From an optimization exercise on the open Yosys and OpenROAD flow, aimed at small area, a short achievable clock period and few clock cycles; shortcuts taken in it are not production practice. Power figures rest on the tool's default switching activity, not on a simulated workload.

==> flow/design.v <==
module sctp_enc (
    input  wire        clk,
    input  wire        rst,
    input  wire        cmd_valid,
    output wire        cmd_ready,
    input  wire [3:0]  cmd_op,
    input  wire [63:0] cmd_arg,
    input  wire [3:0]  cmd_cnt,
    input  wire        cmd_last,
    output wire        out_valid,
    input  wire        out_ready,
    output wire [63:0] out_data,
    output wire [3:0]  out_cnt,
    output wire        out_last,
    output wire        out_fault
);
    reg [143:0] A;           
    reg [4:0]   k;           
    reg         last_pend;   
    reg         fault_pend;  
    reg         faulted;     
    reg         ev;          
    reg  [87:0] eS;          
    reg         e_leb;       
    reg  [3:0]  enb;         
    reg         elast;       
    reg         efault;      
    wire ge8  = k[4] | k[3];
    wire le8  = !k[4] && (!k[3] || k[2:0] == 3'd0);
    wire ol   = last_pend && le8;
    assign out_valid = ge8 || last_pend;
    assign out_last  = ol;
    assign out_cnt   = ol ? k[3:0] : 4'd8;
    assign out_data  = A[63:0];
    assign out_fault = fault_pend;
    wire take = out_valid && out_ready;
    wire rdy_free = !last_pend && !ge8;
    wire rdy_take = (!last_pend && !k[4] && k[3]) || ol;
    wire merge = ev && (rdy_free || (rdy_take && out_ready));
    assign cmd_ready = !ev || rdy_free || (rdy_take && out_ready);
    wire accept = cmd_valid && cmd_ready;
    wire [2:0] off = last_pend ? 3'd0 : k[2:0];
    wire [3:0]  op = cmd_op;
    wire [63:0] a  = cmd_arg;
    wire big      = (a[63:4] != 60'd0) || (a[3:0] == 4'hF);    
    wire is_data  = (op == 4'd14);
    wire is_sleb  = (op == 4'd9);
    wire leb_op   = (op == 4'd8) || is_sleb || (op == 4'd13);
    wire is_fix   = !op[3] || (op[3:1] == 3'b101);
    wire bad_short = (op == 4'd12) && (a[7:4] != 4'd0);
    reg [8:0] cu, cs;
    integer m;
    always @(*) begin
        for (m = 0; m < 9; m = m + 1) begin
            cu[m] = |(a >> (7*m + 7));
            cs[m] = a[63] ? !(&(a >> (7*m + 6) | ~({64{1'b1}} >> (7*m + 6))))
                          : |(a >> (7*m + 6));
        end
    end
    wire [8:0] c = is_sleb ? cs : cu;
    reg [3:0] hi;
    always @(*) begin
        if (op == 4'd12 || (op == 4'd13 && !big)) hi = a[3:0];
        else if (op == 4'd13)                     hi = 4'hF;
        else                                      hi = 4'h0;
    end
    reg [87:0] S;
    integer i;
    always @(*) begin
        S[7:0] = is_data ? a[7:0] : {hi, op};
        for (i = 1; i < 9; i = i + 1) begin
            if (leb_op)                S[8*i +: 8] = {c[i-1], a[7*(i-1) +: 7]};
            else if (is_data && i < 8) S[8*i +: 8] = a[8*i +: 8];
            else                       S[8*i +: 8] = a[8*(i-1) +: 8];
        end
        S[79:72] = {c[8], a[62:56]};
        S[87:80] = {1'b0, {6{is_sleb & a[63]}}, a[63]};
    end
    wire leb = !faulted && ((op == 4'd8) || is_sleb || (op == 4'd13 && big));
    reg [3:0] nb;
    always @(*) begin
        if (faulted || bad_short)  nb = 4'd0;
        else if (is_data)          nb = cmd_cnt[3] ? 4'd8 : cmd_cnt;
        else if (is_fix) begin
            case ({op[3], op[2:0]})
                4'b0000, 4'b0001: nb = 4'd2;
                4'b0010, 4'b0011: nb = 4'd3;
                4'b0100, 4'b0101,
                4'b1010:          nb = 4'd5;
                default:          nb = 4'd9;
            endcase
        end else                   nb = 4'd1;
    end
    wire [8:0] ec = {eS[79], eS[71], eS[63], eS[55], eS[47], eS[39], eS[31], eS[23], eS[15]};
    wire [3:0] ecnt = {ec[7], ec[3] & !ec[7], (ec[1] & !ec[3]) | (ec[5] & !ec[7]),
                       (ec[0] & !ec[1]) | (ec[2] & !ec[3]) | (ec[4] & !ec[5]) | (ec[6] & !ec[7]) | ec[8]};
    wire [3:0] en = e_leb ? ecnt + 4'd2 : enb;
    wire [95:0]  sh1 = off[0] ? {eS, eS[7:0]}   : {eS[87:80], eS};
    wire [111:0] sh2 = off[1] ? {sh1, sh1[15:0]} : {sh1[95:80], sh1};
    wire [143:0] sh  = off[2] ? {sh2, sh2[31:0]} : {sh2[111:80], sh2};
    integer j;
    always @(posedge clk) begin
        for (j = 0; j < 18; j = j + 1) begin
            if (merge && j >= off)
                A[8*j +: 8] <= sh[8*j +: 8];
            else if (take && j < 10)
                A[8*j +: 8] <= A[8*j + 64 +: 8];
        end
        if (merge && elast)
            fault_pend <= efault;
        if (cmd_ready) begin
            eS     <= S;
            e_leb  <= leb;
            enb    <= nb;
            elast  <= cmd_last;
            efault <= faulted || bad_short;
        end
        if (rst) begin
            k         <= 5'd0;
            last_pend <= 1'b0;
            faulted   <= 1'b0;
            ev        <= 1'b0;
        end else begin
            if (cmd_ready)
                ev <= cmd_valid;
            if (accept)
                faulted <= !cmd_last && (faulted || bad_short);
            if (merge) begin
                k         <= {2'b00, off} + {1'b0, en};
                last_pend <= elast;
            end else if (take) begin
                if (ol) begin
                    k         <= 5'd0;
                    last_pend <= 1'b0;
                end else begin
                    k         <= k - 5'd8;
                end
            end
        end
    end
endmodule
clock: 4.5 ns
lec_check: 0
cap_margin: 20
core_margin: 2
core_utilization: 40
setup_slack_margin: 2.0
slew_margin: 20
standard.sh (not shown) runs the stock make flow with config.mk's settings and CLKGATE_MAP_FILE= SYNTH_SCRIPT=/design/flow/synth_recipe.tcl, a recipe that flattens the netlist after the stock synthesis.
==> flow/flow/run.sh <==
#!/bin/bash
# Standard ORFS flow, with the ports buffered by buf_2 cells.
export BUFFER_PORTS_ARGS="-buffer_cell sky130_fd_sc_hd__buf_2"
bash standard.sh > standard.log 2>&1
Then changed:
==> flow/run.sh (new file) <==
#!/bin/bash
# synth_recipe.tcl (not shown) runs the flow's synth.tcl, then flattens the netlist and writes it again
# the make line also repeats each setting of config.mk as NAME=value (left out here)
make -C /OpenROAD-flow-scripts/flow DESIGN_CONFIG=/design/flow/config.mk WORK_HOME=/design/flow/orfs CLKGATE_MAP_FILE= SYNTH_SCRIPT=/design/flow/synth_recipe.tcl finish
removed: flow/flow/run.sh
removed: flow/standard.sh
=> The changed run ran to the end with no violations. Sequential power is about the same. Flip-flop and latch count does not change. Wire length is higher by a few percent. Die area stays the same. Non-clock buffer count is higher by 14. Sequential share of layout area is lower by 2.5 points.
No functional check of the RTL was part of any run of this note.

afterwards: timing with drivers on the ports:
In the flow no input, the clock included, has a driving cell. The finished layouts below were timed again as built, in two steps.
Step 1 (the two cells are an assumption about what drives the block):
set clk [get_ports {clk}]
set_driving_cell -lib_cell sky130_fd_sc_hd__clkbuf_16 $clk
set_driving_cell -lib_cell sky130_fd_sc_hd__buf_2 [delete_from_list [all_inputs] $clk]
Step 2 moves the port delays by t, midway between the first and last clock arrival at a register: inputs arrive t later, outputs are due t later. That takes back most of the time a late clock gives input paths.
Three values: no drivers, after step 1, after step 2; two values: the first two.
run	t, ns	setup WS [ns]	worst hold slack (ns)	clock arrival spread, ns	worst register clock-pin slew, ns
the first run	0.583	1.730 / 1.680 / 1.451	0.447 / 0.447 / 0.447	0.013 / 0.013	0.07 / 0.07
the second run	0.565	1.790 / 1.748 / 1.475	0.420 / 0.420 / 0.420	0.015 / 0.015	0.07 / 0.07
After both steps every run listed still meets setup and hold. The setup slack of the second run, which loses most, moves by -0.042 ns with the drivers and by -0.315 ns with both steps.
